This design comes from an exercise in tuning for small area, a short achievable clock period and few clock cycles on the open sky130 flow, not from production work. At most, simulation tests tie the RTL to the original design; equivalence was not proved. The RTL of runs 1 to 5 was laid out without a check of its function. Power figures rest on the tool's default switching activity, not on a simulated workload.

==> flow/design.v <==
module tp_core (
    input  wire        clk,
    input  wire        rst,
    input  wire        in_valid,
    input  wire [7:0]  in_data,
    input  wire        in_last,
    output reg         in_ready,
    output reg         bit_valid,
    output reg         bit_data,
    output reg         pm_valid,
    output wire [7:0]  pm_pos,
    output wire [31:0] pm_obs,
    output reg  [5:0]  pm_obsn,
    output reg  [4:0]  pm_score,
    output reg         fr_valid,
    output reg  [7:0]  fr_start,
    output wire [7:0]  fr_end,
    output reg         done,
    output reg  [9:0]  marker_count,
    output reg  [7:0]  bit_count,
    output reg  [2:0]  frame_count,
    output reg  [7:0]  frame_min_len,
    output reg  [7:0]  frame_max_len,
    output reg  [7:0]  pm_count,
    output reg         diag
);
    localparam [31:0] SYNCW = 32'hC3A55A1E;   
    localparam integer NG   = 86;             
    reg       i_v;
    reg [1:0] i_s;                  
    reg       i_last;
    wire accept = in_valid & in_ready;
    reg            pv;              
    reg            nz;              
    reg            ph;              
    reg  [1:0]     ts;
    reg  [3:0]     cs;
    reg  [6:0]     hd;
    reg  [1:0]     hs;
    reg  [4:0]     g [0:NG-1];
    wire       mk   = i_s[0] & i_s[1];
    wire       push = i_v & ~mk & (ts == 2'd2);
    wire       adv  = nz & ~ph;
    wire [4:0] gnew = {1'b0, cs} + (i_s[1] ? 5'd18 : i_s[0] ? 5'd9 : 5'd0);
    wire [3:0] csn  = (ts == 2'd0) ? {2'b00, i_s} :
                      cs + (i_s[1] ? 4'd6 : i_s[0] ? 4'd3 : 4'd0);
    wire [4:0] ge [0:127];
    genvar gi;
    generate
        for (gi = 0; gi < 128; gi = gi + 1) begin : gext
            if (gi == 0)       assign ge[gi] = {1'b0, cs};
            else if (gi <= NG) assign ge[gi] = g[gi-1];
            else               assign ge[gi] = 5'd0;
        end
    endgenerate
    wire [4:0] l1 [0:63];
    wire [4:0] l2 [0:31];
    wire [4:0] l3 [0:15];
    wire [4:0] l4 [0:7];
    wire [4:0] l5 [0:3];
    wire [4:0] l6 [0:1];
    generate
        for (gi = 0; gi < 64; gi = gi + 1) begin : mx1
            assign l1[gi] = hd[0] ? ge[2*gi+1] : ge[2*gi];
        end
        for (gi = 0; gi < 32; gi = gi + 1) begin : mx2
            assign l2[gi] = hd[1] ? l1[2*gi+1] : l1[2*gi];
        end
        for (gi = 0; gi < 16; gi = gi + 1) begin : mx3
            assign l3[gi] = hd[2] ? l2[2*gi+1] : l2[2*gi];
        end
        for (gi = 0; gi < 8; gi = gi + 1) begin : mx4
            assign l4[gi] = hd[3] ? l3[2*gi+1] : l3[2*gi];
        end
        for (gi = 0; gi < 4; gi = gi + 1) begin : mx5
            assign l5[gi] = hd[4] ? l4[2*gi+1] : l4[2*gi];
        end
        for (gi = 0; gi < 2; gi = gi + 1) begin : mx6
            assign l6[gi] = hd[5] ? l5[2*gi+1] : l5[2*gi];
        end
    endgenerate
    wire [4:0] gmid = hd[6] ? l6[1] : l6[0];
    reg       rd_v;
    reg [4:0] rd_g;
    reg [1:0] rd_hs;
    reg       rd_last;
    integer k;
    always @(posedge clk) begin
        if (push) begin
            g[0] <= gnew;
            for (k = 1; k < NG; k = k + 1)
                g[k] <= g[k-1];
        end
    end
    always @(posedge clk) begin
        rd_g  <= gmid;
        rd_hs <= hs;
        if (i_v & ~mk) begin
            cs <= csn;
            ts <= (ts == 2'd2) ? 2'd0 : ts + 2'd1;
            nz <= 1'b1;
            ph <= ~ph;
            if (adv)
                hs <= (hs == 2'd2) ? 2'd0 : hs + 2'd1;
            if (push)
                hd <= hd + 7'd1;
            else if (adv && hs == 2'd2)
                hd <= hd - 7'd1;
        end
        if (rst) begin
            pv <= 1'b0;
            rd_v <= 1'b0;
            rd_last <= 1'b0;
        end else begin
            rd_v    <= i_v & mk & pv & nz;
            rd_last <= i_v & i_last;
            if (i_v & mk)
                pv <= 1'b1;
            if (i_v & i_last)
                pv <= 1'b0;
        end
        if (rst || (i_v & (mk | i_last))) begin
            nz <= 1'b0;
            ph <= 1'b0;
            ts <= 2'd0;
            hd <= 7'd0;
            hs <= 2'd0;
        end
    end
    function [1:0] dec3(input [6:0] a);     
        case (a)
            7'd0: dec3 = 2'd0;
            7'd1: dec3 = 2'd1;
            7'd2: dec3 = 2'd2;
            7'd3: dec3 = 2'd0;
            7'd4: dec3 = 2'd1;
            7'd5: dec3 = 2'd2;
            7'd6: dec3 = 2'd0;
            7'd7: dec3 = 2'd1;
            7'd8: dec3 = 2'd2;
            7'd9: dec3 = 2'd0;
            7'd10: dec3 = 2'd1;
            7'd11: dec3 = 2'd2;
            7'd12: dec3 = 2'd0;
            7'd13: dec3 = 2'd1;
            7'd14: dec3 = 2'd2;
            7'd15: dec3 = 2'd0;
            7'd16: dec3 = 2'd1;
            7'd17: dec3 = 2'd2;
            7'd18: dec3 = 2'd0;
            7'd19: dec3 = 2'd1;
            7'd20: dec3 = 2'd2;
            7'd21: dec3 = 2'd0;
            7'd22: dec3 = 2'd1;
            7'd23: dec3 = 2'd2;
            7'd24: dec3 = 2'd0;
            7'd25: dec3 = 2'd1;
            7'd26: dec3 = 2'd2;
            7'd32: dec3 = 2'd0;
            7'd33: dec3 = 2'd0;
            7'd34: dec3 = 2'd0;
            7'd35: dec3 = 2'd1;
            7'd36: dec3 = 2'd1;
            7'd37: dec3 = 2'd1;
            7'd38: dec3 = 2'd2;
            7'd39: dec3 = 2'd2;
            7'd40: dec3 = 2'd2;
            7'd41: dec3 = 2'd0;
            7'd42: dec3 = 2'd0;
            7'd43: dec3 = 2'd0;
            7'd44: dec3 = 2'd1;
            7'd45: dec3 = 2'd1;
            7'd46: dec3 = 2'd1;
            7'd47: dec3 = 2'd2;
            7'd48: dec3 = 2'd2;
            7'd49: dec3 = 2'd2;
            7'd50: dec3 = 2'd0;
            7'd51: dec3 = 2'd0;
            7'd52: dec3 = 2'd0;
            7'd53: dec3 = 2'd1;
            7'd54: dec3 = 2'd1;
            7'd55: dec3 = 2'd1;
            7'd56: dec3 = 2'd2;
            7'd57: dec3 = 2'd2;
            7'd58: dec3 = 2'd2;
            7'd64: dec3 = 2'd0;
            7'd65: dec3 = 2'd0;
            7'd66: dec3 = 2'd0;
            7'd67: dec3 = 2'd0;
            7'd68: dec3 = 2'd0;
            7'd69: dec3 = 2'd0;
            7'd70: dec3 = 2'd0;
            7'd71: dec3 = 2'd0;
            7'd72: dec3 = 2'd0;
            7'd73: dec3 = 2'd1;
            7'd74: dec3 = 2'd1;
            7'd75: dec3 = 2'd1;
            7'd76: dec3 = 2'd1;
            7'd77: dec3 = 2'd1;
            7'd78: dec3 = 2'd1;
            7'd79: dec3 = 2'd1;
            7'd80: dec3 = 2'd1;
            7'd81: dec3 = 2'd1;
            7'd82: dec3 = 2'd2;
            7'd83: dec3 = 2'd2;
            7'd84: dec3 = 2'd2;
            7'd85: dec3 = 2'd2;
            7'd86: dec3 = 2'd2;
            7'd87: dec3 = 2'd2;
            7'd88: dec3 = 2'd2;
            7'd89: dec3 = 2'd2;
            7'd90: dec3 = 2'd2;
            default: dec3 = 2'd0;
        endcase
    endfunction
    wire [1:0] trit = dec3({rd_hs, rd_g});
    reg r_last;
    always @(posedge clk) begin
        bit_data <= trit[1];
        if (rst) begin
            bit_valid <= 1'b0;
            r_last    <= 1'b0;
        end else begin
            bit_valid <= rd_v & (trit != 2'd0);
            r_last    <= rd_last;
        end
    end
    reg  [31:0] win;                
    reg         fl;                 
    reg         cl;                 
    reg         hw;                 
    reg  [4:0]  holdoff;            
    reg         fopen;
    reg         fup;                
    reg  [7:0]  flen;               
    reg  [7:0]  pos;                
    reg         lpend;              
    reg         m1, m2, m3, m4;     
    assign pm_obs = win;
    assign fr_end = pos;
    assign pm_pos = pos;
    wire        clr    = done;      
    wire        sh_r   = bit_valid;
    wire        shift  = sh_r | fl;
    wire        qv     = ~clr & (hw | (pos == 8'hFF));
    wire [4:0]  ho0    = clr ? 5'd0 : holdoff;
    wire        wbusy  = fl | cl | done;
    wire        wlast  = r_last | lpend;
    wire [23:0] diff = win[30:7] ^ SYNCW[31:8];
    wire [1:0]  pc1 [0:7];
    wire [2:0]  pc2 [0:3];
    wire [3:0]  pc3 [0:1];
    genvar pi;
    generate
        for (pi = 0; pi < 8; pi = pi + 1) begin : pcnt1
            assign pc1[pi] = {1'b0, diff[3*pi]} + {1'b0, diff[3*pi+1]} + {1'b0, diff[3*pi+2]};
        end
        for (pi = 0; pi < 4; pi = pi + 1) begin : pcnt2
            assign pc2[pi] = {1'b0, pc1[2*pi]} + {1'b0, pc1[2*pi+1]};
        end
        for (pi = 0; pi < 2; pi = pi + 1) begin : pcnt3
            assign pc3[pi] = {1'b0, pc2[2*pi]} + {1'b0, pc2[2*pi+1]};
        end
    endgenerate
    wire [4:0]  ndiff = {1'b0, pc3[0]} + {1'b0, pc3[1]};
    wire        hit   = (ndiff <= 5'd4);
    wire        exact = sh_r & qv & ({win[30:0], bit_data} == SYNCW) & (ho0 == 5'd0);
    wire [2:0]  fc0   = clr ? 3'd0 : frame_count;
    wire        fo0   = clr ? 1'b0 : fopen;
    wire [7:0]  bc0   = clr ? 8'd0 : bit_count;
    wire        femit = (exact | cl) & fo0;       
    wire        nmin  = (fc0 == 3'd0) | (flen < frame_min_len);
    wire        nmax  = (fc0 == 3'd0) | (flen > frame_max_len);
    always @(posedge clk) begin
        if (shift)
            win <= {win[30:0], sh_r & bit_data};
        pm_score <= 5'd24 - ndiff;
        if (fup)
            fr_start <= pos;
        if (rst) begin
            fl            <= 1'b0;
            cl            <= 1'b0;
            done          <= 1'b0;
            pm_valid      <= 1'b0;
            fr_valid      <= 1'b0;
            fup           <= 1'b0;
            lpend         <= 1'b0;
            {m1, m2, m3, m4} <= 4'd0;
            hw            <= 1'b0;
            holdoff       <= 5'd0;
            fopen         <= 1'b0;
            pos           <= 8'd224;
            pm_obsn       <= 6'd32;
            bit_count     <= 8'd0;
            pm_count      <= 8'd0;
            frame_count   <= 3'd0;
            frame_min_len <= 8'd0;
            frame_max_len <= 8'd0;
            marker_count  <= 10'd0;
            diag          <= 1'b0;
        end else begin
            done     <= cl;
            cl       <= fl & (pm_obsn == 6'd25);
            pm_valid <= shift & qv & hit;
            fr_valid <= femit;
            fup      <= exact;
            {m1, m2, m3, m4} <= {i_v & mk, m1, m2, m3};
            marker_count <= (clr ? 10'd0 : marker_count) + {9'd0, m4};
            bit_count    <= bc0 + {7'd0, sh_r};
            pm_count     <= (clr ? 8'd0 : pm_count) + {7'd0, pm_valid};
            if (wlast & ~wbusy)
                fl <= 1'b1;
            else if (fl & (pm_obsn == 6'd25))
                fl <= 1'b0;
            lpend <= wlast & wbusy;
            if (clr)
                pm_obsn <= 6'd32;
            if (shift)
                hw <= qv;
            else if (clr)
                hw <= 1'b0;
            if (shift) begin
                pos <= (clr ? 8'd224 : pos) + 8'd1;
            end else if (cl) begin
                pos <= bit_count;
            end else if (clr) begin
                pos <= 8'd224;
            end
            if (fl)
                pm_obsn <= pm_obsn - 6'd1;
            if (exact)
                holdoff <= 5'd31;
            else if (sh_r)
                holdoff <= (ho0 != 5'd0) ? ho0 - 5'd1 : 5'd0;
            else if (clr)
                holdoff <= 5'd0;
            if (exact)
                flen <= 8'd1;
            else if (sh_r)
                flen <= flen + 8'd1;
            else if (fl && pm_obsn == 6'd32)
                flen <= flen + 8'd31;
            fopen <= exact ? 1'b1 : (cl ? 1'b0 : fo0);
            frame_count <= fc0 + {2'd0, femit};
            if (clr) begin
                frame_min_len <= 8'd0;
                frame_max_len <= 8'd0;
            end
            if (femit) begin
                if (nmin) frame_min_len <= flen;
                if (nmax) frame_max_len <= flen;
            end
            if (cl)
                diag <= (bit_count != 8'd0) && (frame_count == 3'd0) && !fopen;
        end
    end
    always @(posedge clk) begin
        i_s    <= in_data[1:0];
        i_last <= in_last;
        if (rst) begin
            i_v      <= 1'b0;
            in_ready <= 1'b1;
        end else begin
            i_v <= accept;
            if (accept & in_last)
                in_ready <= 1'b0;
            else if (fl & (pm_obsn == 6'd29))
                in_ready <= 1'b1;
        end
    end
endmodule
==> flow/run.sh <==
#!/bin/bash
# synth_recipe.tcl (not shown) runs the flow's synth.tcl, then flattens the netlist and writes it again
# the make line also repeats each setting of config.mk as NAME=value (left out here)
make -C /OpenROAD-flow-scripts/flow DESIGN_CONFIG=/design/flow/config.mk WORK_HOME=/design/flow/orfs CLKGATE_MAP_FILE= SYNTH_SCRIPT=/design/flow/synth_recipe.tcl finish
==> flow/config.mk <==
export PLATFORM = sky130hd
export DESIGN_NAME = tp_core
export DESIGN_NICKNAME = tp_core
export VERILOG_FILES = /design/flow/design.v
export SDC_FILE = /design/flow/constraint.sdc
export NUM_CORES = 4
export LEC_CHECK = 0
export CAP_MARGIN = 20
export CORE_MARGIN = 2
export CORE_UTILIZATION = 40
export SETUP_SLACK_MARGIN = 5
export SLEW_MARGIN = 20
==> flow/constraint.sdc <==
create_clock -name core_clock -period 10.0 [get_ports {clk}]
set_input_delay 2.0000 -clock core_clock [delete_from_list [all_inputs] [get_ports {clk}]]
set_output_delay 2.0000 -clock core_clock [all_outputs]
set_load 0.01 [all_outputs]
==> results.txt, run 1 <==
H-tree Lvls 3; # nets final 1782; DRC 0; top cell type by total area after synthesis edfxtp_1; pins over their slew limit 0; CTS tree yes; Clock Path Buffers 3; internal power 4.05 mW; CTS Buf Count 66; clock group share of total power 44.7%; syn nets ~1600; setup TNS 0 ns; largest net degree at the start of global routing roughly 220; Final Hold Fails 0; # IOs 131; initial antenna violation count 1; IO buf count ~120; CTS root buffer clkbuf_16; DRT Pass-1 Iters 5; Die Wd 253 um; DP Worst Slack 5.37 ns; Leak Pwr 8.92 nW; Worst Skew 0.0187 ns; Die H ~250 um; most common cell in the netlist edfxtp_1; Buf+Inv Stages, Crit Path 1; # rows 91; Distinct cells, synth 71; Hold Crit Class reg2reg; Peak VDD IR 0.122 mV; Comb pwr share 3.0%; worst-margin pin slew 1.11 ns; WS Path Type reg2reg; fill cell count 5207; worst skew pair latency 0.59 ns; Cell Chain, Critical Path buf_4 > mux4_2 > mux4_2 > a21oi_1 > o32a_1 > ha_1 > a21oi_1 > or3b_1 > and4_4 > a221oi_2; hold-fix buffer count after cts 0; Post-DP HPWL 29.2 mm; Post-Syn Instances around 1600; Resize count post-CTS 0; element type at the critical path end register; placed cell count roughly 2400; period utilisation layout a little under half; Mapped Avg Cell Area 15.8 um^2; Mapped Area 24700 um^2; final instance area 28800 um^2; vias per std cell approximately 5.3; status finished clean; Synth top area share 58.5%; post-synthesis register bit count 591; Seq/Total Area, Yosys roughly 67%; Placed Instance Area 26700 um^2; 1st-iter DRT viols 1025; minimum clock period 4.54 ns; vias in the first global route 13700; Req. time, crit path 10.50 ns; CP peak stage delay 0.97 ns; Peak Freq approximately 0.22 GHz; share of layout cells above drive strength 1 14.5%; grt ovf 0; fin cells 2533; gr usage total between 10% and 20%; Critical-path top delay cell dfxtp_4; commonest cells in the netlist edfxtp_1 (482), nor2_1 (118), dfxtp_1 (109), mux4_2 (108), inv_1 (79); crit path max fanout 45; Synth Flop Type edfxtp_1; top cell family by delay on the critical path multiplexers; antenna cell count 0; final wirelength 48.4 mm; Worst-path clk slew 0.06 ns; sequential share of power 52.3%; cells taking the most area after synthesis edfxtp_1 (58%), mux4_2 (9.8%), dfxtp_1 (8.8%); final core utilization 46.8%; Max Cap Viol 0; GPL Wtd Cong 0.797; sw frac 20.5%; Fin Hold WS 0.360 ns; core area 61500 um^2; Overall Power ~5.1 mW; NetSw 1.04 mW; Routed Antenna Nets 0; asr flop ratio synth 0%; Setup Buffers After CTS 0; area occupied by registers 16700 um^2; setup violators final 0; Die ar. between 60000 and 70000 um^2; area taken by multi-input logic gates ~7400 um^2; initial core utilization 40.2%; # clock sinks 591; Cell Pwr Density 177 nW/um^2; WP data arrival 5.04 ns; Post-synth EDFFs 482; setup ws final 5.46 ns; RSZ-0062 raised after global routing false; YS warnings 2; Slew HR 26.2%; Area growth syn-to-layout 16.4%; first-pass GRT wire length 77.5 mm; WL per Instance between 15 and 20 um; via count roughly 14000; Setup crit start kind register
worst paths after layout:
path                                         start               end  slack, ns  cells past startpoint
worst max-delay path            hd[0]$_SDFFE_PP0P_   trit[0]$_DFF_P_       5.46                     10
worst min-delay path               trit[1]$_DFF_P_  bit_data$_DFF_P_       0.36                      0
worst max register to register  hd[0]$_SDFFE_PP0P_   trit[0]$_DFF_P_       5.46                     10
worst min register to register     trit[1]$_DFF_P_  bit_data$_DFF_P_       0.36                      0
cell families (layout without fill, tap and decap cells):
| logic type | after synthesis | count (layout) | synth area share (%) |
|---|---|---|---|
| simple gates | 369 | 369 | 7.42 |
| flops | 591 | 591 | 67.3 |
| mux | 160 | 160 | 12.0 |
| compound gates | 173 | 173 | 4.70 |
| xor+xnor | 38 | 38 | 1.34 |
| buf+inv | 159 | 339 | 2.94 |
| fa+ha+maj | 73 | 73 | 4.33 |
worst reg2reg max path: stages (launching register included):
cell,delay [ns]
dfxtp_4,0.97
buf_4,0.74
mux4_2,0.61
mux4_2,0.47
a21oi_1,0.28
o32a_1,0.29
ha_1,0.27
a21oi_1,0.11
or3b_1,0.36
and4_4,0.20
a221oi_2,0.16
sequential cells by signal, summed over array words and instances (netlist names), 3 cells and up:
name           flops
marker_count      10
frame_count        3
fr_start           8
frame_min_len      8
pm_obsn            6
pm_count           8
frame_max_len      8
holdoff            5
win               32
cs                 4
flen               8
hd                 7
bit_count          8
pos                8
g                430
pm_score           5
routing by layer:
layer / track usage (%) / up-vias / wire length (um)
li1: - / 6200 / -
met1: 21.6 / 6942 / 22200
met2: 24.4 / 323 / 23000
met3: 3.01 / 63 / 2320
met4: 3.82 / 0 / 888
met5: 0 / - / 0
placed cells by master, fill, tap and decap left out, types with 11 or more instances in the layout:
cell type and instances:
xnor2_1 19, a21o_1 20, nor2b_1 49, nand3_1 36
ha_1 52, clkinv_1 14, dfxtp_1 104, nor2_1 118
a211oi_1 11, fa_1 21, nand2_1 64, clkbuf_16 69
nand2b_1 18, buf_4 14, xor2_1 19, mux2i_1 48
nor3_1 15, edfxtp_1 482, mux4_2 108, o21ai_0 27
clkdlybuf4s50_1 123, inv_1 77, a21oi_1 52
power by group through the flow:
| stage | Sequential [mW] | Clock [mW] | Combinational [mW] |
|---|---|---|---|
| 3_5_place_dp | 2.71 | 0 | 0.152 |
| 5_1_grt | 2.66 | 2.44 | 0.170 |
| 4_1_cts | 2.66 | 2.35 | 0.154 |
| 2_1_floorplan | 2.72 | 0 | 0.0947 |
| 3_3_place_gp | 2.71 | 0 | 0.151 |
| 6_report | 2.66 | 2.28 | 0.151 |
cell type report:
type	instances	area share, %
flip-flops and latches	591	57.9
multi-input cells	813	25.6
clock buffers	83	6.40
repair buffers	141	4.86
well taps	790	3.43
inverters	84	1.12
clock inverters	31	0.660
==> run 2, diff against run 1 <==
--- a/flow/config.mk
+++ b/flow/config.mk
@@ -8,5 +8,4 @@
 export CAP_MARGIN = 20
 export CORE_MARGIN = 2
 export CORE_UTILIZATION = 40
-export SETUP_SLACK_MARGIN = 5
 export SLEW_MARGIN = 20
==> results.txt, run 2 <==
Cell Chain, Critical Path buf_4 > clkdlybuf4s50_1; core area 61500 um^2; # clock sinks 591; Buf+Inv Stages, Crit Path 2; top flop regs g: 430 flops, win: 32 flops, marker_count: 10 flops; # rows 91; vias per std cell 5.31; max reg flops 430; hold-fix buffer count after cts 0; initial antenna violation count 1; Cell Pwr Density 175 nW/um^2; Routed Antenna Nets 0; largest net degree at the start of global routing 86; syn nets between 1500 and 2000; antenna cell count 0; Req. time, crit path about 8.0 ns; vias in the first global route 13700; most common cell in the netlist edfxtp_1; share of layout cells above drive strength 1 around 14%; Peak Freq 0.216 GHz; status finished clean; CP peak stage delay around 0.97 ns; Leak Pwr just under 9 nW; CTS tree yes; DRC 0; commonest cells in the netlist edfxtp_1 (482), nor2_1 (118), dfxtp_1 (109), mux4_2 (108), inv_1 (79); fill cell count 5230; Overall Power between 5 and 6 mW; Resize count post-CTS 0; via count 13500; minimum clock period 4.62 ns; 1st-iter DRT viols 1133; worst-margin pin slew 1.06 ns; Post-synth EDFFs 482; area occupied by registers around 17000 um^2; WS Path Type reg2out; Post-Syn Instances 1563; setup violators final 0; Synth Flop Type edfxtp_1; CTS Buf Count 61; WL per Instance roughly 19 um; # IOs 131; Setup crit start kind register; Distinct cells, synth 71; Clock Path Buffers 3; CTS root buffer clkbuf_16; Setup Buffers After CTS 0; GPL Wtd Cong 0.805; DRT Pass-1 Iters 5; worst skew pair latency 0.63 ns; element type at the critical path end output pin; IO buf count 124; most frequent cells in the layout edfxtp_1 (482), clkdlybuf4s50_1 (123), nor2_1 (118); grt ovf 0; Worst Skew 0.0231 ns; H-tree Lvls 2; commonest non-fill, non-tap cell in the layout edfxtp_1; cells taking the most area after synthesis edfxtp_1 (58%), mux4_2 (9.8%), dfxtp_1 (8.8%); Mapped Avg Cell Area 15.8 um^2; Post-DP HPWL 29.6 mm; RSZ-0062 raised after global routing false; Critical-path top delay cell dfxtp_1; Seq/Total Area, Yosys roughly 67%; Synth top area share roughly three fifths; gr usage total 15.3%; top cell type by total area after synthesis edfxtp_1; Mapped Area 24700 um^2; final instance area 28700 um^2; Area growth syn-to-layout 15.8%; initial core utilization 40.2%; YS warnings 2; Max Cap Viol 0; post-synthesis register bit count 591; Worst-path clk slew 0.06 ns; setup TNS 0 ns; WP data arrival 2.62 ns; Final Hold Fails 0; Slew HR 29.5%; area taken by multi-input logic gates around 7400 um^2; Die H between 200 and 300 um; # nets final about 1800; final wirelength between 40 and 50 mm; Die ar. around 64000 um^2; Die Wd 253 um; top cell family by delay on the critical path buffers and inverters; pins over their slew limit 0; Peak VDD IR between 0.1 and 0.15 mV; Placed Instance Area 26700 um^2; first-pass GRT wire length between 70 and 80 mm; asr flop ratio synth 0%; Hold Crit Class reg2reg; Largest Register g; period utilisation layout between 40% and 50%; crit path max fanout 25
-- run 2: cell counts after synthesis --
No cell type changed its count.
-- run 2: final cells by class --
cell class                 instances  area share [%]
clock buffer                      77            5.75
clock inverter                    39            1.04
inverter                          84            1.11
multi-input combinational        813            25.7
sequential                       591            58.1
tap                              790            3.45
timing repair buffer             142            4.78
-- run 2: cells by family after synthesis --
kind of cell | share of synthesized area [%]
flip-flops | 67.3
XOR/XNOR | 1.34
AND/OR/NAND/NOR | 7.42
adder cells (fa/ha/maj) | 4.33
buffers and inverters | 2.94
AO/OA/AOI/OAI | 4.70
multiplexers | 12.0
-- run 2: worst paths after layout --
| kind | from | to | slack, ns | cells after the start |
|---|---|---|---|---|
| setup / recovery | done$_SDFF_PP0_ | done | 5.38 | 2 |
| hold / removal | trit[1]$_DFF_P_ | bit_data$_DFF_P_ | 0.37 | 0 |
| setup reg to reg | hd[0]$_SDFFE_PP0P_ | trit[0]$_DFF_P_ | 5.48 | 14 |
| hold reg to reg | trit[1]$_DFF_P_ | bit_data$_DFF_P_ | 0.37 | 0 |
-- run 2: layer usage --
layer | vias up | track usage, % | part of all wire, %
li1 | 6222 | - | -
met1 | 6775 | 21.8 | 46
met2 | 402 | 24.1 | 46
met3 | 74 | 2.48 | 5.6
met4 | 2 | 4.72 | 2.3
met5 | - | 0 | 0.017
-- run 2: metrics by stage --
stage	hold slack, ns	instances	util [%]	setup slack [ns]
after CTS	0.376	2536	46.6	5.32
after detailed placement	0.366	2420	43.4	5.36
after floorplan	0.331	1563	-	1.93
after global placement	0.367	2420	43.4	5.39
after global routing	0.393	2536	46.6	5.03
final	0.371	2536	46.6	5.38
-- run 2: worst register-to-register path, delay by kind of cell (launching register included) --
kind | cells | cell delay (ns)
AND/OR/NAND/NOR | 3 | 0.65
flip-flops | 1 | 0.91
multiplexers | 2 | 0.86
AO/OA/AOI/OAI | 5 | 0.95
adder cells (fa/ha/maj) | 1 | 0.17
buffers and inverters | 3 | 0.91
-- run 2: power by group --
group          switching, mW  total (mW)  internal (mW)
logic                 0.0788       0.149         0.0703
clock network          0.940        2.21           1.27
registers             0.0137        2.66           2.65
total                   1.03        5.02           3.98
==> run 3, diff against run 2 <==
==> flow/flow/run.sh (new file) <==
#!/bin/bash
# Standard ORFS layout, with timing repair aiming at a larger setup margin.
set -euo pipefail
bash standard.sh SETUP_SLACK_MARGIN=6.5 finish > standard_flow.log 2>&1
==> flow/standard.sh (new file) <==
#!/bin/bash
# synth_recipe.tcl (not shown) runs the flow's synth.tcl, then flattens the netlist and writes it again
# the make line also repeats each setting of config.mk as NAME=value (left out here)
make -C /OpenROAD-flow-scripts/flow DESIGN_CONFIG=/design/flow/config.mk WORK_HOME=/design/flow/orfs CLKGATE_MAP_FILE= SYNTH_SCRIPT=/design/flow/synth_recipe.tcl "${@:-finish}"
removed: flow/run.sh
==> results.txt, run 3 <==
crit path max fanout 3; Post-DP HPWL slightly below 30 mm; Mapped Area 24700 um^2; Leak Pwr 9.59 nW; asr flop ratio synth 0%; Die H 253 um; top cell family by delay on the critical path adder cells; DRC 0; Critical path origin win[28]$_DFFE_PN_; first-pass GRT wire length about 80 mm; Peak Freq 0.231 GHz; most frequent cells in the layout edfxtp_1 (482), nor2_1 (118), mux4_2 (108); WL per Instance 20.2 um; fill cell count 5284; status finished clean; gr usage total 16.2%; CTS tree yes; setup TNS 0 ns; cell mode on critical path fa_1; Area growth syn-to-layout 18.9%; Routed Antenna Nets 0; # clock sinks 591; Setup crit start kind register; DRT Pass-1 Iters 5; CP endpoint pm_score[4]$_DFF_P_; pins over their slew limit 0; Clock Path Buffers 3; # rows between 90 and 100; worst skew pair latency 0.59 ns; Die ar. ~64000 um^2; WP data arrival 4.79 ns; RSZ-0062 raised after global routing true; initial core utilization between 40% and 50%; setup violators final 0; Worst Skew 0.0273 ns; IO buf count around 120; vias in the first global route 13800; area taken by multi-input logic gates 7490 um^2; commonest non-fill, non-tap cell in the layout edfxtp_1; CP peak stage delay between 0.5 and 0.6 ns; Peak VDD IR 0.0991 mV; instance count on the critical path 16; cell count of the worst reg-to-reg path 16; worst-margin pin slew ~1.3 ns; Distinct cells, synth approximately 70; 1st-iter DRT viols 1056; largest net degree at the start of global routing about 210; Slew HR about 16%; Worst-path clk slew about 0.06 ns; Overall Power 5.13 mW; # nets final 1821; area occupied by registers ~17000 um^2; Synth Flop Type edfxtp_1; top cell type by total area after synthesis edfxtp_1; core area 61500 um^2; grt ovf 0; Final Hold Fails 0; CTS root buffer clkbuf_16; period utilisation layout 43.3%; most common cell in the netlist edfxtp_1; max reg flops 430; Hold Crit Class reg2reg; Max Cap Viol 0; minimum clock period approximately 4.3 ns; element type at the critical path end register; Buf+Inv Stages, Crit Path 5; syn nets between 1500 and 2000; Req. time, crit path 10.46 ns; post-synthesis register bit count roughly 600; Cell Pwr Density 174 nW/um^2; final wirelength 52.0 mm; Die Wd 253 um; CTS Buf Count 66; Seq/Total Area, Yosys 67.3%; YS warnings 2; Reg2Reg Launch Point win[28]$_DFFE_PN_; Mapped Avg Cell Area 15.8 um^2; Synth top area share 58.5%; H-tree Lvls 3; vias per std cell around 5.4; Worst R2R Setup Slack roughly 5.7 ns; cells taking the most area after synthesis edfxtp_1 (58%), mux4_2 (9.8%), dfxtp_1 (8.8%); share of layout cells above drive strength 1 18.1%; initial antenna violation count 0; Largest Register g; WS Path Type reg2reg; via count ~14000; Cell Chain, Critical Path fa_1 > inv_1 > fa_1 > inv_2 > fa_1 > inv_1 > fa_1 > fa_1 > inv_1 > ha_4 > inv_2 > fa_2 > ha_4 > nand2_1 > nand2_1 > xor2_1; antenna cell count 0; Critical-path top delay cell fa_1; Post-synth EDFFs 482; top flop regs g: 430 flops, win: 32 flops, marker_count: 10 flops; GPL Wtd Cong 0.774; commonest cells in the netlist edfxtp_1 (482), nor2_1 (118), dfxtp_1 (109), mux4_2 (108), inv_1 (79); worst reg2reg path endpoint pm_score[4]$_DFF_P_; # IOs 131; Post-Syn Instances 1563
[run 3: cell counts after synthesis]
Identical to the previous run, type by type.
[run 3: per-layer routing]
layer / vias to the layer above / share of wire [%] / GRT usage [%]
li1: 6312 / - / -
met1: 7115 / 46 / 23.1
met2: 410 / 47 / 25.7
met3: 55 / 5.6 / 2.82
met4: 0 / 1.6 / 4.58
met5: - / 0 / 0
[run 3: logic make-up (layout without fill, tap and decap cells)]
logic type	after synthesis	in the layout	share of synthesized area (%)
flops	591	591	67.3
simple gates	369	369	7.42
compound gates	173	173	4.70
mux	160	160	12.0
buf+inv	159	382	2.94
fa+ha+maj	73	73	4.33
xor+xnor	38	38	1.34
[run 3: how the worst min path moves through the flow]
stage | from | end | cells after the start
floorplan | trit[1]$_DFF_P_ | bit_data$_DFF_P_ | 0
global placement | trit[1]$_DFF_P_ | bit_data$_DFF_P_ | 0
detailed placement | trit[1]$_DFF_P_ | bit_data$_DFF_P_ | 0
CTS | trit[1]$_DFF_P_ | bit_data$_DFF_P_ | 0
global route | trit[1]$_DFF_P_ | bit_data$_DFF_P_ | 0
finish | trit[1]$_DFF_P_ | bit_data$_DFF_P_ | 0
[run 3: cell type report]
cell class | count | share of cell area [%]
Sequential cell | 591 | 56.8
Multi-Input combinational cell | 813 | 25.5
Inverter | 84 | 1.09
Tap cell | 790 | 3.36
Timing Repair Buffer | 180 | 6.30
Clock buffer | 82 | 6.21
Clock inverter | 36 | 0.753
[run 3: power breakdown]
group	switching, mW	internal (mW)	total [mW]
Sequential	0.0126	2.64	2.66
Clock	0.953	1.35	2.30
Combinational	0.0896	0.0867	0.176
[run 3: stage by stage]
step	std cells	setup slack [ns]	utilization (%)	hold slack, ns	cell area, um^2
2_1_floorplan	1563	2.17	-	0.331	24800
3_3_place_gp	2416	5.38	43.5	0.405	26800
3_5_place_dp	2416	5.38	43.5	0.412	26800
4_1_cts	2564	5.65	47.5	0.407	29200
5_1_grt	2576	5.52	47.9	0.407	29400
6_report	2576	5.67	47.9	0.406	29400
[run 3: what timing repair did]
item	in CTS	in global routing
hold buffers	0	0
setup buffers	27	9
endpoints found under the setup margin	113	14
resized for setup	154	25
pin swaps	5	8
gates cloned	3	3
==> run 4, diff against run 3 <==
--- a/flow/design.v
+++ b/flow/design.v
@@ -246,23 +246,16 @@
     wire [4:0]  ho0    = clr ? 5'd0 : holdoff;
     wire        wbusy  = fl | cl | done;
     wire        wlast  = r_last | lpend;
-    wire [23:0] diff = win[30:7] ^ SYNCW[31:8];
-    wire [1:0]  pc1 [0:7];
-    wire [2:0]  pc2 [0:3];
-    wire [3:0]  pc3 [0:1];
-    genvar pi;
-    generate
-        for (pi = 0; pi < 8; pi = pi + 1) begin : pcnt1
-            assign pc1[pi] = {1'b0, diff[3*pi]} + {1'b0, diff[3*pi+1]} + {1'b0, diff[3*pi+2]};
-        end
-        for (pi = 0; pi < 4; pi = pi + 1) begin : pcnt2
-            assign pc2[pi] = {1'b0, pc1[2*pi]} + {1'b0, pc1[2*pi+1]};
-        end
-        for (pi = 0; pi < 2; pi = pi + 1) begin : pcnt3
-            assign pc3[pi] = {1'b0, pc2[2*pi]} + {1'b0, pc2[2*pi+1]};
-        end
-    endgenerate
-    wire [4:0]  ndiff = {1'b0, pc3[0]} + {1'b0, pc3[1]};
+    wire [23:0] dnext = win[29:6] ^ SYNCW[31:8];
+    reg  [2:0]  ps [0:3];
+    integer pj;
+    always @(posedge clk) begin
+        if (shift)
+            for (pj = 0; pj < 4; pj = pj + 1)
+                ps[pj] <= {2'd0, dnext[6*pj]}   + {2'd0, dnext[6*pj+1]} + {2'd0, dnext[6*pj+2]}
+                        + {2'd0, dnext[6*pj+3]} + {2'd0, dnext[6*pj+4]} + {2'd0, dnext[6*pj+5]};
+    end
+    wire [4:0]  ndiff = ({2'd0, ps[0]} + {2'd0, ps[1]}) + ({2'd0, ps[2]} + {2'd0, ps[3]});
     wire        hit   = (ndiff <= 5'd4);
     wire        exact = sh_r & qv & ({win[30:0], bit_data} == SYNCW) & (ho0 == 5'd0);
     wire [2:0]  fc0   = clr ? 3'd0 : frame_count;
==> results.txt, run 4 <==
status finished clean; element type at the critical path end register; worst skew pair latency 0.60 ns; Hold Crit Class reg2reg; period utilisation layout 35.6%; Die Wd 255 um; CTS root buffer clkbuf_16; most frequent cells in the layout edfxtp_1 (494), nor2_1 (114), dlygate4sd2_1 (104); Die H 255 um; WHS Path Cells 0; vias per std cell 5.39; Distinct cells, synth 72; Reg2Reg Launch Point hd[0]$_SDFFE_PP0P_; hold-fix buffer count after cts 0; via count between 10000 and 15000; min-delay src g[27][2]$_DFFE_PP_; Clock Path Buffers 3; cells taking the most area after synthesis edfxtp_1 (59%), dfxtp_1 (8.7%), mux4_2 (8.6%); CTS Buf Count 66; core area 61900 um^2; Cell Pwr Density ~170 nW/um^2; # IOs 131; Critical-path top delay cell a221oi_4; Synth top area share between 50 and 60%; Slew HR 28.9%; DP Worst Slack 5.15 ns; DRC 0; crit path max fanout 6; asr flop ratio synth 0%; top flop regs g: 430 flops, win: 32 flops, ps: 12 flops; setup violators final 0; Fin Hold WS 0.427 ns; largest net degree at the start of global routing 178; Synth Flop Type edfxtp_1; DRT Pass-1 Iters 5; syn nets 1657; first-pass GRT wire length 82.6 mm; placed cell count 2472; Area growth syn-to-layout 19.7%; top cell type by total area after synthesis edfxtp_1; WP data arrival 4.04 ns; Worst Skew 0.0348 ns; fill cell count 5276; setup ws final 6.44 ns; WL per Instance 20.3 um; post-synthesis register bit count between 600 and 700; CTS tree yes; fin cells about 2700; 1st-iter DRT viols approximately 1300; RSZ-0062 raised after global routing true; grt ovf 0; Req. time, crit path roughly 10 ns; Overall Power 5.09 mW; Post-DP HPWL between 30 and 40 mm; vias in the first global route around 14000; Routed Antenna Nets 0; Post-synth EDFFs 494; commonest cells in the netlist edfxtp_1 (494), nor2_1 (115), dfxtp_1 (109), mux4_2 (96), inv_1 (69); Max Cap Viol 0; Leak Pwr 10.0 nW; pins over their slew limit 0; commonest non-fill, non-tap cell in the layout edfxtp_1; # nets final 1853; Peak Freq 0.281 GHz; Post-Syn Instances 1569; top cell family by delay on the critical path compound AO/OA/AOI/OAI gates; max reg flops 430; instance count on the critical path 14; Seq/Total Area, Yosys 67.6%; Mapped Avg Cell Area 16.0 um^2; YS warnings 3; H-tree Lvls 3; GPL Wtd Cong 0.813; CP peak stage delay 0.45 ns; Worst-path clk slew roughly 0.07 ns; # rows between 90 and 100; # clock sinks 603; minimum clock period 3.56 ns; Buf+Inv Stages, Crit Path 5; final wirelength about 54 mm; Cell Chain, Critical Path buf_6 > clkbuf_16 > buf_8 > mux4_2 > mux2i_1 > o311a_1 > a221oi_4 > inv_2 > ha_4 > inv_2 > mux4_2 > nor3b_4 > a211oi_2 > a31oi_1; initial core utilization about two fifths; IO buf count 124; WS Path Type reg2reg; gr usage total approximately 16%; worst-margin pin slew 1.07 ns; antenna cell count 0; share of layout cells above drive strength 1 18.4%; cell count of the worst reg-to-reg path 14; Final Hold Fails 0; Setup crit start kind register; most common cell in the netlist edfxtp_1; initial antenna violation count 0; Largest Register g; Mapped Area 25200 um^2; setup TNS 0 ns; Critical path origin hd[0]$_SDFFE_PP0P_; Peak VDD IR 0.106 mV; Die ar. 64900 um^2
run 4: final timing paths:
path	to	slack [ns]
worst min register to register	g[28][2]$_DFFE_PP_	0.43
worst max register to register	trit[1]$_DFF_P_	6.44
worst min-delay path	g[28][2]$_DFFE_PP_	0.43
worst max-delay path	trit[1]$_DFF_P_	6.44
run 4: metal layers:
layer  track usage [%]  up-vias  routed length [um]
li1                  -     6436                   -
met3              3.11       84                3270
met1              23.6     7321               24400
met5                 0        -                   0
met4              5.38        0                1220
met2              25.3      456               24800
run 4: logic make-up after synthesis:
logic type	Yosys count	synth area share [%]
fa+ha+maj	76	4.44
simple gates	351	7.15
xor+xnor	39	1.36
compound gates	188	5.22
buf+inv	145	2.75
flops	603	67.6
mux	167	11.5
run 4: per-stage QoR:
step | area [um^2] | utilization, %
6_report | 30100 | 48.6
5_1_grt | 30100 | 48.6
4_1_cts | 29600 | 47.8
3_5_place_dp | 27200 | 43.9
3_3_place_gp | 27200 | 43.9
2_1_floorplan | 25200 | -
run 4: layout make-up:
type,count,area (um^2),area share [%]
clock inverters,25,149,0.494
well taps,837,1050,3.48
inverters,73,292,0.968
repair inverters,1,5.00,0.0166
flip-flops and latches,603,17000,56.6
clock buffers,93,1880,6.24
multi-input cells,821,7590,25.2
repair buffers,199,2110,7.02
run 4: repair_timing:
action,CTS,global route
buffers inserted,23,31
endpoints found under the hold margin,0,0
pin swaps,1,12
endpoints found under the setup margin,179,87
resized for setup,152,46
cloned,4,4
run 4: report_power, final:
| group | total (mW) | switching, mW | internal, mW |
|---|---|---|---|
| Sequential | 2.70 | 0.0103 | 2.69 |
| Clock | 2.30 | 0.968 | 1.34 |
| Combinational | 0.0840 | 0.0477 | 0.0363 |
==> run 5, diff against run 4 <==
==> flow/flow/run.sh (replaced) <==
#!/bin/bash
# Standard ORFS layout, with timing repair aiming at a larger setup margin.
set -euo pipefail
bash standard.sh SETUP_SLACK_MARGIN=7.0 finish > standard_flow.log 2>&1
==> results.txt, run 5 <==
Clock Path Buffers 3; worst skew pair latency 0.63 ns; Slew HR 30.1%; # rows 91; setup TNS 0 ns; setup violators final 0; top cell type by total area after synthesis edfxtp_1; fill cell count ~5200; asr flop ratio synth 0%; Synth Flop Type edfxtp_1; Area growth syn-to-layout 23.0%; CTS Buf Count between 60 and 70; Distinct cells, synth 72; initial antenna violation count 2; Worst-path clk slew 0.07 ns; # IOs 131; Die ar. between 60000 and 70000 um^2; Setup crit start kind register; Req. time, crit path 10.51 ns; DRT Pass-1 Iters 5; WHS Path Cells 0; Largest Register g; initial core utilization 40.6%; worst-margin pin slew 1.05 ns; Overall Power 5.13 mW; WL per Instance 20.0 um; RSZ-0062 raised after global routing true; most common cell in the netlist edfxtp_1; Seq/Total Area, Yosys about 68%; cell count of the worst reg-to-reg path 12; Worst Skew 0.0265 ns; Worst R2R Setup Slack 6.58 ns; instance count on the critical path 12; core area 61900 um^2; first-pass GRT wire length 85.4 mm; Peak Freq 0.292 GHz; period utilisation layout 34.2%; post-synthesis register bit count 603; Worst Hold Path EP bit_data$_DFF_P_; pins over their slew limit 0; commonest cells in the netlist edfxtp_1 (494), nor2_1 (115), dfxtp_1 (109), mux4_2 (96), inv_1 (69); 1st-iter DRT viols 1085; Cell Chain, Critical Path buf_12 > clkbuf_16 > mux4_2 > mux4_2 > a21oi_2 > o32a_2 > inv_2 > ha_2 > mux4_2 > nor3b_2 > a211oi_1 > a31oi_1; Cell Pwr Density 166 nW/um^2; Critical-path top delay cell mux4_2; most frequent cells in the layout edfxtp_1 (494), buf_4 (134), nor2_1 (113); Hold Crit Class reg2reg; Routed Antenna Nets 0; WS Path Type reg2reg; syn nets 1657; Max Cap Viol 0; share of layout cells above drive strength 1 a little under a third; Leak Pwr 10.2 nW; final core utilization between 40 and 50%; top cell family by delay on the critical path multiplexers; Reg2Reg Launch Point hd[0]$_SDFFE_PP0P_; GPL Wtd Cong 0.790; Buf+Inv Stages, Crit Path 3; top flop regs g: 430 flops, win: 32 flops, ps: 12 flops; grt ovf 0; YS warnings 3; worst reg2reg path endpoint trit[1]$_DFF_P_; Synth top area share 59.0%; gr usage total 16.8%; vias in the first global route 14700; Die Wd 255 um; via count around 14000; # nets final 1935; crit path max fanout 8; Post-synth EDFFs 494; commonest non-fill, non-tap cell in the layout edfxtp_1; # clock sinks 603; Post-DP HPWL 31.1 mm; Peak VDD IR approximately 0.13 mV; Die H 255 um; CTS root buffer clkbuf_16; IO buf count 124; cell mode on critical path mux4_2; CTS tree yes; DRC 0; cells taking the most area after synthesis edfxtp_1 (59%), dfxtp_1 (8.7%), mux4_2 (8.6%); final wirelength 54.6 mm; largest net degree at the start of global routing 90; vias per std cell 5.29; max reg flops 430; WP data arrival slightly below 4 ns; Final Hold Fails 0; Mapped Area 25200 um^2; status finished clean; min-delay src trit[1]$_DFF_P_; Post-Syn Instances 1569; CP peak stage delay ~0.5 ns; minimum clock period 3.42 ns; H-tree Lvls 2; Mapped Avg Cell Area 16.0 um^2; element type at the critical path end register
## run 5: cell counts after synthesis
No cell type changed its count.
## run 5: layer usage
metal  vias to the layer above  wire length [um]  global-route usage (%)
met2                       444             25700                    26.8
met4                         2               884                    3.79
met3                        70              3210                    2.98
li1                       6600                 -                       -
met1                      7354             24900                    24.2
met5                         -                13                       0
## run 5: final cells by class
cell class	count	area, um^2	share of cell area (%)
inverter	73	299	0.966
clock inverter	29	295	0.954
antenna	1	2.50	0.00808
timing repair buffer	285	2730	8.82
clock buffer	86	1770	5.73
multi-input combinational	821	7610	24.6
sequential	603	17200	55.5
tap	837	1050	3.38
timing repair inverter	2	12.5	0.0404
## run 5: metrics by stage
stage | worst slack (ns) | std cells | area, um^2 | hold slack [ns]
floorplan | 1.34 | 1569 | 25300 | 0.331
global placement | 5.20 | 2473 | 27200 | 0.386
detailed placement | 5.11 | 2473 | 27200 | 0.380
CTS | 6.64 | 2712 | 30600 | 0.381
global route | 6.46 | 2737 | 31000 | 0.400
finish | 6.58 | 2737 | 31000 | 0.396
## run 5: cell families after synthesis
| kind of cell | share of synthesized area, % |
|---|---|
| xor+xnor | 1.36 |
| fa+ha+maj | 4.44 |
| compound gates | 5.22 |
| mux | 11.5 |
| simple gates | 7.15 |
| flops | 67.6 |
| buf+inv | 2.75 |
## run 5: what timing repair did
action | 4_1_cts | 5_1_grt
setup buffers | 118 | 23
gates resized for setup | 701 | 29
pin swaps | 6 | 9
setup endpoints to repair | 565 | 166
endpoints found under the hold margin | 0 | 0
gates cloned | 6 | 1
hold buffers | 0 | 0
## run 5: how the worst max path moves through the flow
stage	start	endpoint	slack, ns
floorplan	i_s[1]$_DFF_P_	hd[1]$_SDFFE_PP0P_	1.34
global placement	hd[0]$_SDFFE_PP0P_	trit[1]$_DFF_P_	5.20
detailed placement	hd[0]$_SDFFE_PP0P_	trit[1]$_DFF_P_	5.11
CTS	hd[0]$_SDFFE_PP0P_	trit[1]$_DFF_P_	6.64
global route	hd[0]$_SDFFE_PP0P_	trit[1]$_DFF_P_	6.46
finish	hd[0]$_SDFFE_PP0P_	trit[1]$_DFF_P_	6.58
## run 5: report_power, final
group	switching, mW	total, mW	internal [mW]	leakage, nW
Combinational	0.0501	0.0929	0.0428	4.49
Sequential	0.0105	2.70	2.69	4.73
Clock	0.954	2.34	1.38	1.02
Total	1.01	5.13	4.11	10.2
==> run 6, diff against run 5 <==
--- a/flow/design.v
+++ b/flow/design.v
@@ -127,93 +127,11 @@
             hs <= 2'd0;
         end
     end
-    function [1:0] dec3(input [6:0] a);     
-        case (a)
-            7'd0: dec3 = 2'd0;
-            7'd1: dec3 = 2'd1;
-            7'd2: dec3 = 2'd2;
-            7'd3: dec3 = 2'd0;
-            7'd4: dec3 = 2'd1;
-            7'd5: dec3 = 2'd2;
-            7'd6: dec3 = 2'd0;
-            7'd7: dec3 = 2'd1;
-            7'd8: dec3 = 2'd2;
-            7'd9: dec3 = 2'd0;
-            7'd10: dec3 = 2'd1;
-            7'd11: dec3 = 2'd2;
-            7'd12: dec3 = 2'd0;
-            7'd13: dec3 = 2'd1;
-            7'd14: dec3 = 2'd2;
-            7'd15: dec3 = 2'd0;
-            7'd16: dec3 = 2'd1;
-            7'd17: dec3 = 2'd2;
-            7'd18: dec3 = 2'd0;
-            7'd19: dec3 = 2'd1;
-            7'd20: dec3 = 2'd2;
-            7'd21: dec3 = 2'd0;
-            7'd22: dec3 = 2'd1;
-            7'd23: dec3 = 2'd2;
-            7'd24: dec3 = 2'd0;
-            7'd25: dec3 = 2'd1;
-            7'd26: dec3 = 2'd2;
-            7'd32: dec3 = 2'd0;
-            7'd33: dec3 = 2'd0;
-            7'd34: dec3 = 2'd0;
-            7'd35: dec3 = 2'd1;
-            7'd36: dec3 = 2'd1;
-            7'd37: dec3 = 2'd1;
-            7'd38: dec3 = 2'd2;
-            7'd39: dec3 = 2'd2;
-            7'd40: dec3 = 2'd2;
-            7'd41: dec3 = 2'd0;
-            7'd42: dec3 = 2'd0;
-            7'd43: dec3 = 2'd0;
-            7'd44: dec3 = 2'd1;
-            7'd45: dec3 = 2'd1;
-            7'd46: dec3 = 2'd1;
-            7'd47: dec3 = 2'd2;
-            7'd48: dec3 = 2'd2;
-            7'd49: dec3 = 2'd2;
-            7'd50: dec3 = 2'd0;
-            7'd51: dec3 = 2'd0;
-            7'd52: dec3 = 2'd0;
-            7'd53: dec3 = 2'd1;
-            7'd54: dec3 = 2'd1;
-            7'd55: dec3 = 2'd1;
-            7'd56: dec3 = 2'd2;
-            7'd57: dec3 = 2'd2;
-            7'd58: dec3 = 2'd2;
-            7'd64: dec3 = 2'd0;
-            7'd65: dec3 = 2'd0;
-            7'd66: dec3 = 2'd0;
-            7'd67: dec3 = 2'd0;
-            7'd68: dec3 = 2'd0;
-            7'd69: dec3 = 2'd0;
-            7'd70: dec3 = 2'd0;
-            7'd71: dec3 = 2'd0;
-            7'd72: dec3 = 2'd0;
-            7'd73: dec3 = 2'd1;
-            7'd74: dec3 = 2'd1;
-            7'd75: dec3 = 2'd1;
-            7'd76: dec3 = 2'd1;
-            7'd77: dec3 = 2'd1;
-            7'd78: dec3 = 2'd1;
-            7'd79: dec3 = 2'd1;
-            7'd80: dec3 = 2'd1;
-            7'd81: dec3 = 2'd1;
-            7'd82: dec3 = 2'd2;
-            7'd83: dec3 = 2'd2;
-            7'd84: dec3 = 2'd2;
-            7'd85: dec3 = 2'd2;
-            7'd86: dec3 = 2'd2;
-            7'd87: dec3 = 2'd2;
-            7'd88: dec3 = 2'd2;
-            7'd89: dec3 = 2'd2;
-            7'd90: dec3 = 2'd2;
-            default: dec3 = 2'd0;
-        endcase
-    endfunction
-    wire [1:0] trit = dec3({rd_hs, rd_g});
+    wire [1:0] dg2 = (rd_g >= 5'd18) ? 2'd2 : (rd_g >= 5'd9) ? 2'd1 : 2'd0;
+    wire [3:0] rm2 = rd_g[3:0] - (dg2[1] ? 4'd2 : dg2[0] ? 4'd9 : 4'd0);    
+    wire [1:0] dg1 = (rm2 >= 4'd6) ? 2'd2 : (rm2 >= 4'd3) ? 2'd1 : 2'd0;
+    wire [1:0] dg0 = rm2[1:0] - (dg1[1] ? 2'd2 : dg1[0] ? 2'd3 : 2'd0);     
+    wire [1:0] trit = (rd_hs == 2'd0) ? dg0 : (rd_hs == 2'd1) ? dg1 : dg2;
     reg r_last;
     always @(posedge clk) begin
         bit_data <= trit[1];
@@ -229,7 +147,6 @@
     reg         fl;                 
     reg         cl;                 
     reg         hw;                 
-    reg  [4:0]  holdoff;            
     reg         fopen;
     reg         fup;                
     reg  [7:0]  flen;               
@@ -243,7 +160,6 @@
     wire        sh_r   = bit_valid;
     wire        shift  = sh_r | fl;
     wire        qv     = ~clr & (hw | (pos == 8'hFF));
-    wire [4:0]  ho0    = clr ? 5'd0 : holdoff;
     wire        wbusy  = fl | cl | done;
     wire        wlast  = r_last | lpend;
     wire [23:0] dnext = win[29:6] ^ SYNCW[31:8];
@@ -257,7 +173,7 @@
     end
     wire [4:0]  ndiff = ({2'd0, ps[0]} + {2'd0, ps[1]}) + ({2'd0, ps[2]} + {2'd0, ps[3]});
     wire        hit   = (ndiff <= 5'd4);
-    wire        exact = sh_r & qv & ({win[30:0], bit_data} == SYNCW) & (ho0 == 5'd0);
+    wire        exact = sh_r & qv & ({win[30:0], bit_data} == SYNCW) & (~fo0 | (flen >= 8'd32));
     wire [2:0]  fc0   = clr ? 3'd0 : frame_count;
     wire        fo0   = clr ? 1'b0 : fopen;
     wire [7:0]  bc0   = clr ? 8'd0 : bit_count;
@@ -280,7 +196,6 @@
             lpend         <= 1'b0;
             {m1, m2, m3, m4} <= 4'd0;
             hw            <= 1'b0;
-            holdoff       <= 5'd0;
             fopen         <= 1'b0;
             pos           <= 8'd224;
             pm_obsn       <= 6'd32;
@@ -322,12 +237,6 @@
             if (fl)
                 pm_obsn <= pm_obsn - 6'd1;
             if (exact)
-                holdoff <= 5'd31;
-            else if (sh_r)
-                holdoff <= (ho0 != 5'd0) ? ho0 - 5'd1 : 5'd0;
-            else if (clr)
-                holdoff <= 5'd0;
-            if (exact)
                 flen <= 8'd1;
             else if (sh_r)
                 flen <= flen + 8'd1;
--- a/flow/config.mk
+++ b/flow/config.mk
@@ -7,5 +7,7 @@
 export LEC_CHECK = 0
 export CAP_MARGIN = 20
 export CORE_MARGIN = 2
-export CORE_UTILIZATION = 40
+export CORE_UTILIZATION = 55
+export CTS_BUF_LIST = sky130_fd_sc_hd__clkbuf_8
+export CTS_CLUSTER_SIZE = 40
 export SLEW_MARGIN = 20
==> results.txt, run 6 <==
status finished clean; most frequent cells in the layout edfxtp_1 (494), buf_4 (128), clkbuf_8 (103); antenna cell count 0; Critical-path top delay cell edfxtp_1; Seq/Total Area, Yosys approximately two thirds; commonest cells in the netlist edfxtp_1 (494), dfxtp_1 (109), nor2_1 (100), mux4_2 (86), a21oi_1 (78); Placed Instance Area 26600 um^2; WP data arrival 1.26 ns; Die ar. between 40000 and 50000 um^2; first-pass GRT wire length 79.4 mm; H-tree Lvls 3; max reg flops 430; largest net degree at the start of global routing 209; minimum clock period 3.26 ns; Clock Path Buffers 3; Fin Hold WS 0.390 ns; IO buf count 124; Mapped Area ~25000 um^2; Post-Syn Instances 1555; via count 14100; Area growth syn-to-layout 19.9%; # rows 77; vias in the first global route roughly 14000; final instance area 29800 um^2; asr flop ratio synth 0%; most common cell in the netlist edfxtp_1; DP Worst Slack 6.07 ns; period utilisation layout 32.6%; commonest non-fill, non-tap cell in the layout edfxtp_1; # nets final roughly 1900; 1st-iter DRT viols ~1000; NetSw 1.04 mW; pins over their slew limit 0; WL per Instance 20.1 um; fin cells 2517; setup ws final 6.74 ns; # IOs 131; Routed Antenna Nets 0; Comb pwr share under 10%; Distinct cells, synth 67; Peak VDD IR around 0.11 mV; Post-DP HPWL 27.9 mm; Setup crit start kind register; Cell Chain, Critical Path buf_2; worst skew pair latency 0.68 ns; # clock sinks 603; Leak Pwr roughly 9.9 nW; fill cell count 3153; CP peak stage delay between 0.4 and 0.5 ns; Worst-path clk slew 0.06 ns; core area 44400 um^2; crit path max fanout 2; initial antenna violation count 0; Worst Skew around 0.02 ns; setup violators final 0; DRT Pass-1 Iters 5; post-synthesis register bit count 603; top cell type by total area after synthesis edfxtp_1; gr usage total 21.7%; Final Hold Fails 0; Slew HR 30.5%; final wirelength between 50 and 60 mm; GPL Wtd Cong 0.789; sequential share of power a little under three fifths; top flop regs g: 430 flops, win: 32 flops, ps: 12 flops; Die H 217 um; Die Wd 217 um; hold-fix buffer count after cts 0; cells taking the most area after synthesis edfxtp_1 (60%), dfxtp_1 (8.8%), mux4_2 (7.8%); Buf+Inv Stages, Crit Path 1; initial core utilization 56.0%; Max Cap Viol 0; Peak Freq 0.306 GHz; Mapped Avg Cell Area 16.0 um^2; Post-synth EDFFs 494; YS warnings 3; RSZ-0062 raised after global routing true; setup TNS 0 ns; CTS root buffer clkbuf_8; internal power approximately 3.8 mW; Hold Crit Class reg2reg; top cell family by delay on the critical path flip-flops; sw frac 21.7%; Largest Register g; Req. time, crit path 8.00 ns; WS Path Type reg2out; Synth top area share 59.7%; clock group share of total power about two fifths; DRC 0; CTS Buf Count between 90 and 100; CTS tree yes; Cell Pwr Density about 160 nW/um^2; syn nets 1642; worst-margin pin slew between 1 and 1.5 ns; vias per std cell 5.62; share of layout cells above drive strength 1 31.3%; element type at the critical path end output pin; Synth Flop Type edfxtp_1; grt ovf 0; placed cell count 2212
==> run 6: area by class of cell <==
class	instances	area, um^2	area share, %
Sequential cell	603	17200	57.6
Multi-Input combinational cell	822	7420	24.9
Timing Repair Buffer	267	2410	8.09
Clock buffer	103	1420	4.76
Tap cell	592	741	2.49
Clock inverter	72	398	1.34
Inverter	58	230	0.773
==> run 6: what timing repair did <==
item | CTS | global route
gates resized for setup | 671 | 39
pin swaps | 6 | 15
cloned | 1 | 2
setup endpoints to repair | 285 | 300
setup buffers | 92 | 35
==> run 6: worst paths after layout <==
path,from,slack (ns),end,depth (start not counted)
worst max-delay path,win[0]$_DFFE_PN_,6.74,pm_obs[0],1
worst min-delay path,hs[0]$_SDFFE_PP0P_,0.39,rd_hs[0]$_DFF_P_,0
worst max register to register,rd_g[2]$_DFF_P_,7.01,bit_data$_DFF_P_,15
worst min register to register,hs[0]$_SDFFE_PP0P_,0.39,rd_hs[0]$_DFF_P_,0
==> run 6: stage by stage <==
step	power, mW	util (%)
floorplan	2.82	-
finish	4.82	67.1
detailed placement	2.85	59.9
CTS	4.86	65.9
global placement	2.85	59.9
global route	5.00	67.1
==> run 6: cell families after synthesis <==
family                     share of synthesized area, %
AOI/OAI and AO/OA                                  4.96
buffers and inverters                              2.47
DFF                                                68.5
adders and majority gates                          4.47
muxes                                              11.1
xor gates and xnor gates                           1.48
and+or+nand+nor                                    7.05
==> run 6: power groups by stage <==
stage / sequential [mW] / clock (mW) / combinational [mW]
floorplan: 2.76 / 0 / 0.0577
global placement: 2.76 / 0 / 0.0879
detailed placement: 2.76 / 0 / 0.0893
CTS: 2.70 / 2.06 / 0.0976
global route: 2.70 / 2.17 / 0.125
finish: 2.70 / 2.01 / 0.114
==> run 6: per-layer routing <==
metal	vias to the layer above	global-route usage (%)	share of wire, %
met1	7160	31.7	47
li1	6563	-	-
met4	0	6.62	1.9
met3	78	4.29	4.7
met5	-	0	0
met2	345	33.4	47
Testbench counts of run 6, summed over its fixed seeds: cycles 49,242.
==> run 7, diff against run 6 <==
--- a/flow/config.mk
+++ b/flow/config.mk
@@ -7,7 +7,5 @@
 export LEC_CHECK = 0
 export CAP_MARGIN = 20
 export CORE_MARGIN = 2
-export CORE_UTILIZATION = 55
-export CTS_BUF_LIST = sky130_fd_sc_hd__clkbuf_8
-export CTS_CLUSTER_SIZE = 40
+export CORE_UTILIZATION = 40
 export SLEW_MARGIN = 20
==> results.txt, run 7 <==
status finished clean; via count 13900; initial core utilization 40.4%; Leak Pwr 9.76 nW; setup TNS 0 ns; Die ar. 64200 um^2; # IOs around 130; DRC 0; commonest non-fill, non-tap cell in the layout edfxtp_1; Routed Antenna Nets 0; instance count on the critical path 1; placed cell count ~2500; antenna cell count 0; CTS root buffer clkbuf_16; Worst-path clk slew 0.06 ns; syn nets 1642; commonest cells in the netlist edfxtp_1 (494), dfxtp_1 (109), nor2_1 (100), mux4_2 (86), a21oi_1 (78); Fin Hold WS around 0.4 ns; initial antenna violation count 0; Mapped Avg Cell Area 16.0 um^2; most frequent cells in the layout edfxtp_1 (494), buf_4 (125), nor2_1 (95); Post-synth EDFFs 494; WHS Path Cells 0; first-pass GRT wire length roughly 79 mm; Die H 253 um; WS Path Type reg2out; Peak VDD IR between 0.1 and 0.15 mV; asr flop ratio synth 0%; # rows a little over 90; Mapped Area 24900 um^2; gr usage total between 10% and 20%; # clock sinks about 600; Slew HR 27.8%; H-tree Lvls 3; vias in the first global route 14100; Final Hold Fails 0; Max Cap Viol 0; DRT Pass-1 Iters 5; RSZ-0062 raised after global routing true; DP Worst Slack 5.86 ns; grt ovf 0; top cell family by delay on the critical path flip-flops; Cell Pwr Density roughly 170 nW/um^2; Req. time, crit path 8.00 ns; IO buf count about 120; WP data arrival 1.17 ns; WL per Instance 18.7 um; share of layout cells above drive strength 1 approximately 29%; CP peak stage delay 0.43 ns; Distinct cells, synth 67; final wirelength 50.6 mm; CTS tree yes; fin cells 2701; Overall Power 5.10 mW; # nets final 1899; period utilisation layout 31.7%; Seq/Total Area, Yosys about two thirds; CTS Buf Count 66; Buf+Inv Stages, Crit Path 1; pins over their slew limit 0; Cell Chain, Critical Path buf_2; Area growth syn-to-layout 21.3%; Post-DP HPWL between 20 and 30 mm; 1st-iter DRT viols 1146; minimum clock period 3.17 ns; Hold Crit Class reg2reg; Worst Skew 0.0182 ns; Die Wd 253 um; post-synthesis register bit count roughly 600; setup ws final 6.83 ns; Peak Freq 0.316 GHz; crit path max fanout 2; worst-margin pin slew 1.08 ns; Setup crit start kind register; cells taking the most area after synthesis edfxtp_1 (60%), dfxtp_1 (8.8%), mux4_2 (7.8%); Post-Syn Instances 1555; setup violators final 0; Clock Path Buffers 3; core area 61600 um^2; largest net degree at the start of global routing between 80 and 90; top flop regs g: 430 flops, win: 32 flops, ps: 12 flops; element type at the critical path end output pin; cell count of the worst reg-to-reg path 15; fill cell count slightly above 5000; top cell type by total area after synthesis edfxtp_1; Synth Flop Type edfxtp_1; Synth top area share 59.7%; Largest Register g; most common cell in the netlist edfxtp_1; Critical-path top delay cell edfxtp_1; vias per std cell 5.16; GPL Wtd Cong roughly 0.77; max reg flops 430; YS warnings 3; worst skew pair latency 0.58 ns
## run 7: cell counts after synthesis
Identical to the previous run, type by type.
## run 7: kinds of logic after synthesis
| family | synth area share (%) |
|---|---|
| flops | 68.5 |
| simple gates | 7.05 |
| compound gates | 4.96 |
| buf+inv | 2.47 |
| fa+ha+maj | 4.47 |
| xor+xnor | 1.48 |
| mux | 11.1 |
## run 7: worst paths after layout
path | startpoint | end | slack [ns]
setup reg to reg | rd_g[0]$_DFF_P_ | bit_data$_DFF_P_ | 7.07
hold reg to reg | hs[0]$_SDFFE_PP0P_ | rd_hs[0]$_DFF_P_ | 0.41
setup / recovery | win[8]$_DFFE_PN_ | pm_obs[8] | 6.83
hold / removal | hs[0]$_SDFFE_PP0P_ | rd_hs[0]$_DFF_P_ | 0.41
## run 7: through the flow
step	area (um^2)	utilization [%]
floorplan	24900	-
CTS	29800	48.4
global placement	26900	43.7
global route	30200	49.0
detailed placement	26900	43.7
finish	30200	49.0
## run 7: cell type report
cell class	instances	area, um^2	area share (%)
flip-flops and latches	603	17200	57.0
multi-input cells	822	7380	24.5
repair buffers	260	2270	7.54
clock buffers	94	1880	6.25
well taps	837	1050	3.47
inverters	58	228	0.755
clock inverters	26	149	0.494
repair inverters	1	5.00	0.0166
## run 7: power by group
group / internal (mW) / switching [mW]
Combinational: 0.0497 / 0.0534
Sequential: 2.69 / 0.0119
Clock: 1.34 / 0.953
## run 7: repair_timing
action,in CTS,in global routing
setup buffers,95,27
endpoints found under the setup margin,543,368
resized for setup,692,25
cloned,1,0
pin swaps,4,8
hold buffers,0,0
## run 7: layer usage
layer  GRT usage, %  up-vias  part of all wire, %
li1               -     6462                    -
met1           22.1     7159                   46
met2           24.7      231                   48
met3           2.83       81                  3.3
met4           4.60        0                  2.3
met5              0        -                    0

==> what the ideal ports hide <==
How much do the figures lean on ideal ports? The routed layouts below were timed once more, with nothing changed but the port constraints.
Step 1 (the two cells are an assumption about what drives the block):
set clk [get_ports {clk}]
set_driving_cell -lib_cell sky130_fd_sc_hd__clkbuf_16 $clk
set_driving_cell -lib_cell sky130_fd_sc_hd__buf_2 [delete_from_list [all_inputs] $clk]
Step 2 times the ports against the registers' clock, not the clock port: input delays grow and output delays shrink by t, the midpoint of the rising clock arrivals with the driver on.
Three values: no drivers, after step 1, after step 2; two values: the first two.
run	t, ns	slack for setup (ns)	worst hold slack (ns)	worst register clock-pin slew, ns
run 1	0.637	5.462 / 5.462 / 5.462	0.360 / 0.360 / 0.360	0.06 / 0.06
run 2	0.667	5.381 / 5.325 / 5.476	0.371 / 0.371 / 0.371	0.06 / 0.06
run 3	0.631	5.674 / 5.674 / 5.674	0.406 / 0.406 / 0.406	0.06 / 0.06
run 4	0.645	6.437 / 6.437 / 6.437	0.427 / 0.427 / 0.427	0.07 / 0.07
run 5	0.670	6.576 / 6.576 / 6.553	0.396 / 0.396 / 0.396	0.07 / 0.07
run 6	0.726	6.736 / 6.682 / 6.559	0.390 / 0.390 / 0.390	0.07 / 0.07
run 7	0.635	6.834 / 6.772 / 6.555	0.412 / 0.412 / 0.412	0.06 / 0.06
After both steps every run listed still meets setup and hold. The setup slack of run 7, which loses most, moves by -0.062 ns with the drivers and by -0.279 ns with both steps.
